Context: an optimization exercise on an open-source flow, tuned for small area, a short achievable clock period and few clock cycles per item. The choices shown serve that exercise and are no tape-out recipe.
Where RTL was checked, it was by simulation tests only, not by an equivalence proof against the original.
No activity file was given, so power comes from the tool's default toggle rates.

07-28:
==> flow/design.v <==
module erf_crc0 (
    input  wire        clk,
    input  wire        rst,
    input  wire        in_valid,
    output reg         in_ready,
    input  wire [1:0]  in_op,
    input  wire [15:0] in_data,
    output reg         out_valid,
    input  wire        out_ready,
    output reg  [15:0] out_crc
);
    localparam [1:0] OP_BUILD  = 2'd0;
    localparam [1:0] OP_SEED   = 2'd1;
    localparam [1:0] OP_BYTE   = 2'd2;
    localparam [1:0] OP_FINISH = 2'd3;
    function [7:1] quot_inv;
        input [15:9] p;
        reg   [7:0]  h;
        integer      d, k;
        begin
            h = 8'h01;
            for (d = 1; d < 8; d = d + 1) begin
                h[d] = 1'b0;
                for (k = 1; k <= d; k = k + 1)
                    h[d] = h[d] ^ (p[16-k] & h[d-k]);
            end
            quot_inv = h[7:1];
        end
    endfunction
    function [15:0] table_of;
        input [15:0] poly;
        input [7:0]  h;
        input [7:0]  x;
        reg   [7:0]  q;      
        reg   [15:0] r;
        integer      i, m;
        begin
            for (i = 0; i < 8; i = i + 1) begin
                q[7-i] = 1'b0;
                for (m = 0; m <= i; m = m + 1)
                    q[7-i] = q[7-i] ^ (h[i-m] & x[7-m]);
            end
            r = 16'h0000;
            for (i = 0; i < 8; i = i + 1)
                r = r ^ ({16{q[7-i]}} & (poly << (7 - i)));
            table_of = r;
        end
    endfunction
    reg [15:0] poly;
    reg [7:1]  hq;
    reg [15:0] seed;
    reg [15:0] crc_run;
    reg        s_valid;
    reg [1:0]  s_op;
    reg [7:0]  s_x;
    reg        pending;
    wire accept   = in_valid && in_ready;
    wire fin_exec = (pending || (s_valid && s_op == OP_FINISH)) && !out_valid;
    wire restart  = fin_exec || (s_valid && !s_op[1]);    
    wire step     = s_valid && s_op == OP_BYTE;
    wire [15:0] tx = table_of(poly, {hq, 1'b1} & {8{step}}, s_x);
    reg [15:0] run_base;
    always @(*) begin
        if (step)
            run_base = {crc_run[7:0], 8'h00};
        else if (restart)
            run_base = seed;
        else
            run_base = crc_run;
    end
    wire [15:0] run_d = run_base ^ tx;
    reg pending_d, out_valid_d;
    always @(*) begin
        pending_d = (pending || (s_valid && s_op == OP_FINISH)) && out_valid;
        out_valid_d = fin_exec || (out_valid && !out_ready);
    end
    always @(posedge clk) begin
        if (accept && in_op == OP_BUILD)
            poly <= in_data;
        hq   <= quot_inv(poly[15:9]);
        s_op <= in_op;
        s_x  <= (run_base[15:8] ^ in_data[7:0]) ^ tx[15:8];
        if (fin_exec)
            out_crc <= crc_run;
    end
    always @(posedge clk) begin
        if (rst) begin
            seed      <= 16'h0000;
            crc_run   <= 16'h0000;
            s_valid   <= 1'b0;
            pending   <= 1'b0;
            out_valid <= 1'b0;
            in_ready  <= 1'b1;
        end else begin
            if (accept && in_op == OP_SEED)
                seed <= in_data;
            s_valid   <= accept;
            pending   <= pending_d;
            out_valid <= out_valid_d;
            in_ready  <= !pending_d &&
                         !(accept && in_op == OP_FINISH && out_valid_d);
            crc_run   <= run_d;
        end
    end
endmodule
Settings: LEC_CHECK=0, CAP_MARGIN=20, CORE_MARGIN=2, CORE_UTILIZATION=40, PLACE_DENSITY=0.6, SLEW_MARGIN=20, SYNTH_MEMORY_MAX_BITS=8192; clock period 8.0 ns.
standard.sh (not shown) runs the stock make flow with config.mk's settings and CLKGATE_MAP_FILE= SYNTH_SCRIPT=/design/flow/synth_recipe.tcl, a recipe that flattens the netlist after the stock synthesis.
==> flow/flow/run.sh <==
#!/bin/bash
# The standard layout (the standard.sh, unchanged synthesis) with three
# changes to how ORFS builds it:
#   - port buffers use buf_1 instead of the default clkdlybuf4s50_1
#   - clock tree synthesis without dummy loads, with clkbuf_4/clkbuf_8
#     and clusters of up to 30 sinks
set -euo pipefail
export SETUP_SLACK_MARGIN=5.4
export BUFFER_PORTS_ARGS="-buffer_cell sky130_fd_sc_hd__buf_1"
export CTS_ARGS="-sink_clustering_enable -repair_clock_nets -dont_use_dummy_load -buf_list {sky130_fd_sc_hd__clkbuf_4 sky130_fd_sc_hd__clkbuf_8} -sink_clustering_size 30"
bash standard.sh > standard.log 2>&1
Testbench counts of 07-28, summed over its fixed seeds: cycles 20,151, bytes 18,751.
Input changes introduced in 06-10 (baseline for comparison: 07-28):
==> flow/design.v <==
module erf_crc0 (
    input  wire        clk,
    input  wire        rst,
    input  wire        in_valid,
    output reg         in_ready,
    input  wire [1:0]  in_op,
    input  wire [15:0] in_data,
    output reg         out_valid,
    input  wire        out_ready,
    output reg  [15:0] out_crc
);
    localparam [1:0] OP_BUILD  = 2'd0;
    localparam [1:0] OP_SEED   = 2'd1;
    localparam [1:0] OP_BYTE   = 2'd2;
    localparam [1:0] OP_FINISH = 2'd3;
    function [7:1] quot_inv;
        input [15:9] p;
        reg   [7:0]  h;
        integer      d, k;
        begin
            h = 8'h01;
            for (d = 1; d < 8; d = d + 1) begin
                h[d] = 1'b0;
                for (k = 1; k <= d; k = k + 1)
                    h[d] = h[d] ^ (p[16-k] & h[d-k]);
            end
            quot_inv = h[7:1];
        end
    endfunction
    function [15:0] table_of;
        input [15:0] poly;
        input [7:0]  h;
        input [7:0]  x;
        reg   [7:0]  q;      
        reg   [15:0] r;
        integer      i, m;
        begin
            for (i = 0; i < 8; i = i + 1) begin
                q[7-i] = 1'b0;
                for (m = 0; m <= i; m = m + 1)
                    q[7-i] = q[7-i] ^ (h[i-m] & x[7-m]);
            end
            r = 16'h0000;
            for (i = 0; i < 8; i = i + 1)
                r = r ^ ({16{q[7-i]}} & (poly << (7 - i)));
            table_of = r;
        end
    endfunction
    reg [15:0] poly;
    reg [7:1]  hq;
    reg [15:0] seed;
    reg [7:0]  s_x;
    reg [7:0]  crc_lo;
    reg [7:0]  s_b;
    reg        run_z;
    wire [7:0]  run_hi  = run_z ? 8'h00 : (s_x ^ s_b);
    wire [15:0] crc_run = {run_hi, crc_lo};
    reg        s_byte;      
    reg        s_restart;   
    reg        s_fin;       
    wire accept   = in_valid && in_ready;
    wire fin_exec = s_fin && !out_valid;
    wire restart  = fin_exec || s_restart;
    wire [15:0] tx = table_of(poly, {hq, 1'b1} & {8{s_byte}}, s_x);
    reg [15:0] run_base;
    always @(*) begin
        if (s_byte)
            run_base = {crc_run[7:0], 8'h00};
        else if (restart)
            run_base = seed;
        else
            run_base = crc_run;
    end
    wire s_fin_d     = (accept && in_op == OP_FINISH) || (s_fin && out_valid);
    wire out_valid_d = fin_exec || (out_valid && !out_ready);
    always @(posedge clk) begin
        if (accept && in_op == OP_BUILD)
            poly <= in_data;
        hq <= quot_inv(poly[15:9]);
        s_x <= (run_base[15:8] ^ in_data[7:0]) ^ tx[15:8];
        s_b <= in_data[7:0];
        if (fin_exec)
            out_crc <= crc_run;
    end
    always @(posedge clk) begin
        if (rst) begin
            seed      <= 16'h0000;
            crc_lo    <= 8'h00;
            run_z     <= 1'b1;
            s_byte    <= 1'b0;
            s_restart <= 1'b0;
            s_fin     <= 1'b0;
            out_valid <= 1'b0;
            in_ready  <= 1'b1;
        end else begin
            if (accept && in_op == OP_SEED)
                seed <= in_data;
            crc_lo    <= run_base[7:0] ^ tx[7:0];
            if (s_byte || restart)
                run_z <= 1'b0;
            s_byte    <= accept && in_op == OP_BYTE;
            s_restart <= accept && !in_op[1];
            s_fin     <= s_fin_d;
            out_valid <= out_valid_d;
            in_ready  <= !(s_fin_d && out_valid_d);
        end
    end
endmodule
## What came out
The final layout from 06-10, which completed every stage, passed the timing, DRC and antenna checks at the end of the flow.
Minimum clock period after layout: 06-10 vs 07-28 up 0.026 ns
Between 07-28 and 06-10, the cell count went down.
Relative to 07-28, inverter count decreased by 3 in 06-10.
Data-path buffer share of cell area in the final layout on 06-10 is down relative to 07-28.
Between 06-10 and 07-28, it is 06-10 whose average vias per placed instance is lower, by about 1.5%.
Lower routing usage on met1 was reported by 06-10, not 07-28.
Delta (06-10 minus 07-28): number of standard-cell rows in the floorplan lost about 2.4%, relative slew slack picked up an extra 17 points.
The run showing the smaller area occupied by registers is 06-10.
On 06-10: power is about 1.4% higher than what 07-28 gave.
Delta (06-10 minus 07-28): logic depth of the worst path, buffers included grew by 3; final-stage net count now smaller.
Testbench counts of 06-10, summed over its fixed seeds: cycles 20,140, bytes 18,751.

========
Another version of the RTL of erf_crc0 (not shown whole).
Size: about 570 cells after synthesis, about 84 flip-flops, about 5100 sq um of cells after synthesis.
==> module erf_crc0, before the edit <==
module erf_crc0 (
    input  wire        clk,
    input  wire        rst,
    input  wire        in_valid,
    output reg         in_ready,
    input  wire [1:0]  in_op,
    input  wire [15:0] in_data,
    output reg         out_valid,
    input  wire        out_ready,
    output reg  [15:0] out_crc
);
    localparam [1:0] OP_BUILD  = 2'd0;
    localparam [1:0] OP_SEED   = 2'd1;
    localparam [1:0] OP_BYTE   = 2'd2;
    localparam [1:0] OP_FINISH = 2'd3;
    function [7:1] quot_inv;
        input [15:9] p;
        reg   [7:0]  h;
        integer      d, k;
        begin
            h = 8'h01;
            for (d = 1; d < 8; d = d + 1) begin
                h[d] = 1'b0;
                for (k = 1; k <= d; k = k + 1)
                    h[d] = h[d] ^ (p[16-k] & h[d-k]);
            end
            quot_inv = h[7:1];
        end
    endfunction
    function [15:0] table_of;
        input [15:0] poly;
        input [7:0]  h;
        input [7:0]  x;
        reg   [7:0]  q;      
        reg   [15:0] r;
        integer      i, m;
        begin
            for (i = 0; i < 8; i = i + 1) begin
                q[7-i] = 1'b0;
                for (m = 0; m <= i; m = m + 1)
                    q[7-i] = q[7-i] ^ (h[i-m] & x[7-m]);
            end
            r = 16'h0000;
            for (i = 0; i < 8; i = i + 1)
                r = r ^ ({16{q[7-i]}} & (poly << (7 - i)));
            table_of = r;
        end
    endfunction
    reg [15:0] poly;
    reg [7:1]  hq;
    reg [15:0] seed;
    reg [15:0] crc_run;
    reg        s_byte;      
    reg        s_restart;   
    reg        s_fin;       
    reg [7:0]  s_x;
    wire accept   = in_valid && in_ready;
    wire fin_exec = s_fin && !out_valid;
    wire restart  = fin_exec || s_restart;
    wire [15:0] tx = table_of(poly, {hq, 1'b1} & {8{s_byte}}, s_x);
    reg [15:0] run_base;
    always @(*) begin
        if (s_byte)
            run_base = {crc_run[7:0], 8'h00};
        else if (restart)
            run_base = seed;
        else
            run_base = crc_run;
    end
    wire s_fin_d     = (accept && in_op == OP_FINISH) || (s_fin && out_valid);
    wire out_valid_d = fin_exec || (out_valid && !out_ready);
    always @(posedge clk) begin
        if (accept && in_op == OP_BUILD)
            poly <= in_data;
        hq <= quot_inv(poly[15:9]);
        s_x <= (run_base[15:8] ^ in_data[7:0]) ^ tx[15:8];
        if (fin_exec)
            out_crc <= crc_run;
    end
    always @(posedge clk) begin
        if (rst) begin
            seed      <= 16'h0000;
            crc_run   <= 16'h0000;
            s_byte    <= 1'b0;
            s_restart <= 1'b0;
            s_fin     <= 1'b0;
            out_valid <= 1'b0;
            in_ready  <= 1'b1;
        end else begin
            if (accept && in_op == OP_SEED)
                seed <= in_data;
            crc_run   <= run_base ^ tx;
            s_byte    <= accept && in_op == OP_BYTE;
            s_restart <= accept && !in_op[1];
            s_fin     <= s_fin_d;
            out_valid <= out_valid_d;
            in_ready  <= !(s_fin_d && out_valid_d);
        end
    end
endmodule
==> flow/config.mk <==
export PLATFORM = sky130hd
export DESIGN_NAME = erf_crc0
export DESIGN_NICKNAME = erf_crc0
export VERILOG_FILES = /design/flow/design.v
export SDC_FILE = /design/flow/constraint.sdc
export NUM_CORES = 4
export LEC_CHECK = 0
export CAP_MARGIN = 20
export CORE_MARGIN = 2
export CORE_UTILIZATION = 40
export PLACE_DENSITY = 0.6
export SLEW_MARGIN = 20
export SYNTH_MEMORY_MAX_BITS = 8192
==> flow/constraint.sdc <==
create_clock -name core_clock -period 8.0 [get_ports {clk}]
set_input_delay 1.6000 -clock core_clock [delete_from_list [all_inputs] [get_ports {clk}]]
set_output_delay 1.6000 -clock core_clock [all_outputs]
set_load 0.01 [all_outputs]
Scripts as last shown in full above: flow/flow/run.sh
Rerun with:
--- a/flow/design.v
+++ b/flow/design.v
@@ -15,16 +15,22 @@
     localparam [1:0] OP_FINISH = 2'd3;
     function [7:1] quot_inv;
         input [15:9] p;
-        reg   [7:0]  h;
-        integer      d, k;
+        reg   [7:0]  a, f, g, r;
+        integer      i, j;
         begin
-            h = 8'h01;
-            for (d = 1; d < 8; d = d + 1) begin
-                h[d] = 1'b0;
-                for (k = 1; k <= d; k = k + 1)
-                    h[d] = h[d] ^ (p[16-k] & h[d-k]);
-            end
-            quot_inv = h[7:1];
+            a = {p[9], p[10], p[11], p[12], p[13], p[14], p[15], 1'b1};   
+            f = {1'b0, p[13], 1'b0, p[14], 1'b0, p[15], 1'b0, 1'b1};     
+            g = {3'b000, p[15], 4'b0001};                                
+            r = 8'h00;
+            for (i = 0; i < 8; i = i + 1)
+                for (j = 0; j <= i; j = j + 1)
+                    r[i] = r[i] ^ (a[j] & f[i-j]);
+            a = r;
+            r = 8'h00;
+            for (i = 0; i < 8; i = i + 1)
+                for (j = 0; j <= i; j = j + 1)
+                    r[i] = r[i] ^ (a[j] & g[i-j]);
+            quot_inv = r[7:1];
         end
     endfunction
     function [15:0] table_of;
@@ -49,11 +55,15 @@
     reg [15:0] poly;
     reg [7:1]  hq;
     reg [15:0] seed;
-    reg [15:0] crc_run;
+    reg [7:0]  s_x;
+    reg [7:0]  crc_lo;
+    reg [7:0]  s_b;
+    reg        run_z;
+    wire [7:0]  run_hi  = run_z ? 8'h00 : (s_x ^ s_b);
+    wire [15:0] crc_run = {run_hi, crc_lo};
     reg        s_byte;      
     reg        s_restart;   
     reg        s_fin;       
-    reg [7:0]  s_x;
     wire accept   = in_valid && in_ready;
     wire fin_exec = s_fin && !out_valid;
     wire restart  = fin_exec || s_restart;
@@ -74,13 +84,15 @@
             poly <= in_data;
         hq <= quot_inv(poly[15:9]);
         s_x <= (run_base[15:8] ^ in_data[7:0]) ^ tx[15:8];
+        s_b <= in_data[7:0];
         if (fin_exec)
             out_crc <= crc_run;
     end
     always @(posedge clk) begin
         if (rst) begin
             seed      <= 16'h0000;
-            crc_run   <= 16'h0000;
+            crc_lo    <= 8'h00;
+            run_z     <= 1'b1;
             s_byte    <= 1'b0;
             s_restart <= 1'b0;
             s_fin     <= 1'b0;
@@ -89,7 +101,9 @@
         end else begin
             if (accept && in_op == OP_SEED)
                 seed <= in_data;
-            crc_run   <= run_base ^ tx;
+            crc_lo    <= run_base[7:0] ^ tx[7:0];
+            if (s_byte || restart)
+                run_z <= 1'b0;
             s_byte    <= accept && in_op == OP_BYTE;
             s_restart <= accept && !in_op[1];
             s_fin     <= s_fin_d;
What happened: The new run finished clean; final cell count decreases by 8.7%; register-to-register slack gets better by 0.10 ns; routed wire length decreases by 9.5%; synthesized area decreases by 3.4%; via count decreases by 11%; flip-flop and latch count increases by 1.
Testbench counts after the change, summed over its fixed seeds: cycles 20,140, bytes 18,751.
For the first run of this note, only the layout was checked, not whether the RTL still works.

==> port drivers added, routing unchanged <==
The flow's constraints put no driver on any port. The routed layouts listed below were extracted and timed again, unchanged, in two steps. Step 1: set_driving_cell puts a clkbuf_16 on clk and a buf_2 on each other input, an assumption about the parent block. Step 2, shift: input delay + t, output delay - t, t = (earliest + latest rising clock arrival at the registers) / 2. This alone moves slack from input paths to output paths. Three values: ideal, step 1, step 2; two values: the first two.
run	shift t [ns]	setup WS [ns]	clock arrival spread, ns	worst register clock-pin slew, ns	worst data-port slew with drivers (ns)
07-28	0.376	5.497 / 5.467 / 5.258	0.029 / 0.029	0.09 / 0.09	0.03
06-10	0.385	5.471 / 5.467 / 5.093	0.027 / 0.026	0.09 / 0.09	0.03
the first run of note 2	0.388	5.451 / 5.420 / 5.265	0.018 / 0.018	0.08 / 0.08	0.05
the second run of note 2	0.373	5.461 / 5.428 / 5.213	0.036 / 0.036	0.09 / 0.09	0.03
After both steps every run listed still meets setup and hold. For 06-10, which loses most, drivers alone change the setup slack by -0.004 ns; drivers and shift together by -0.378 ns.
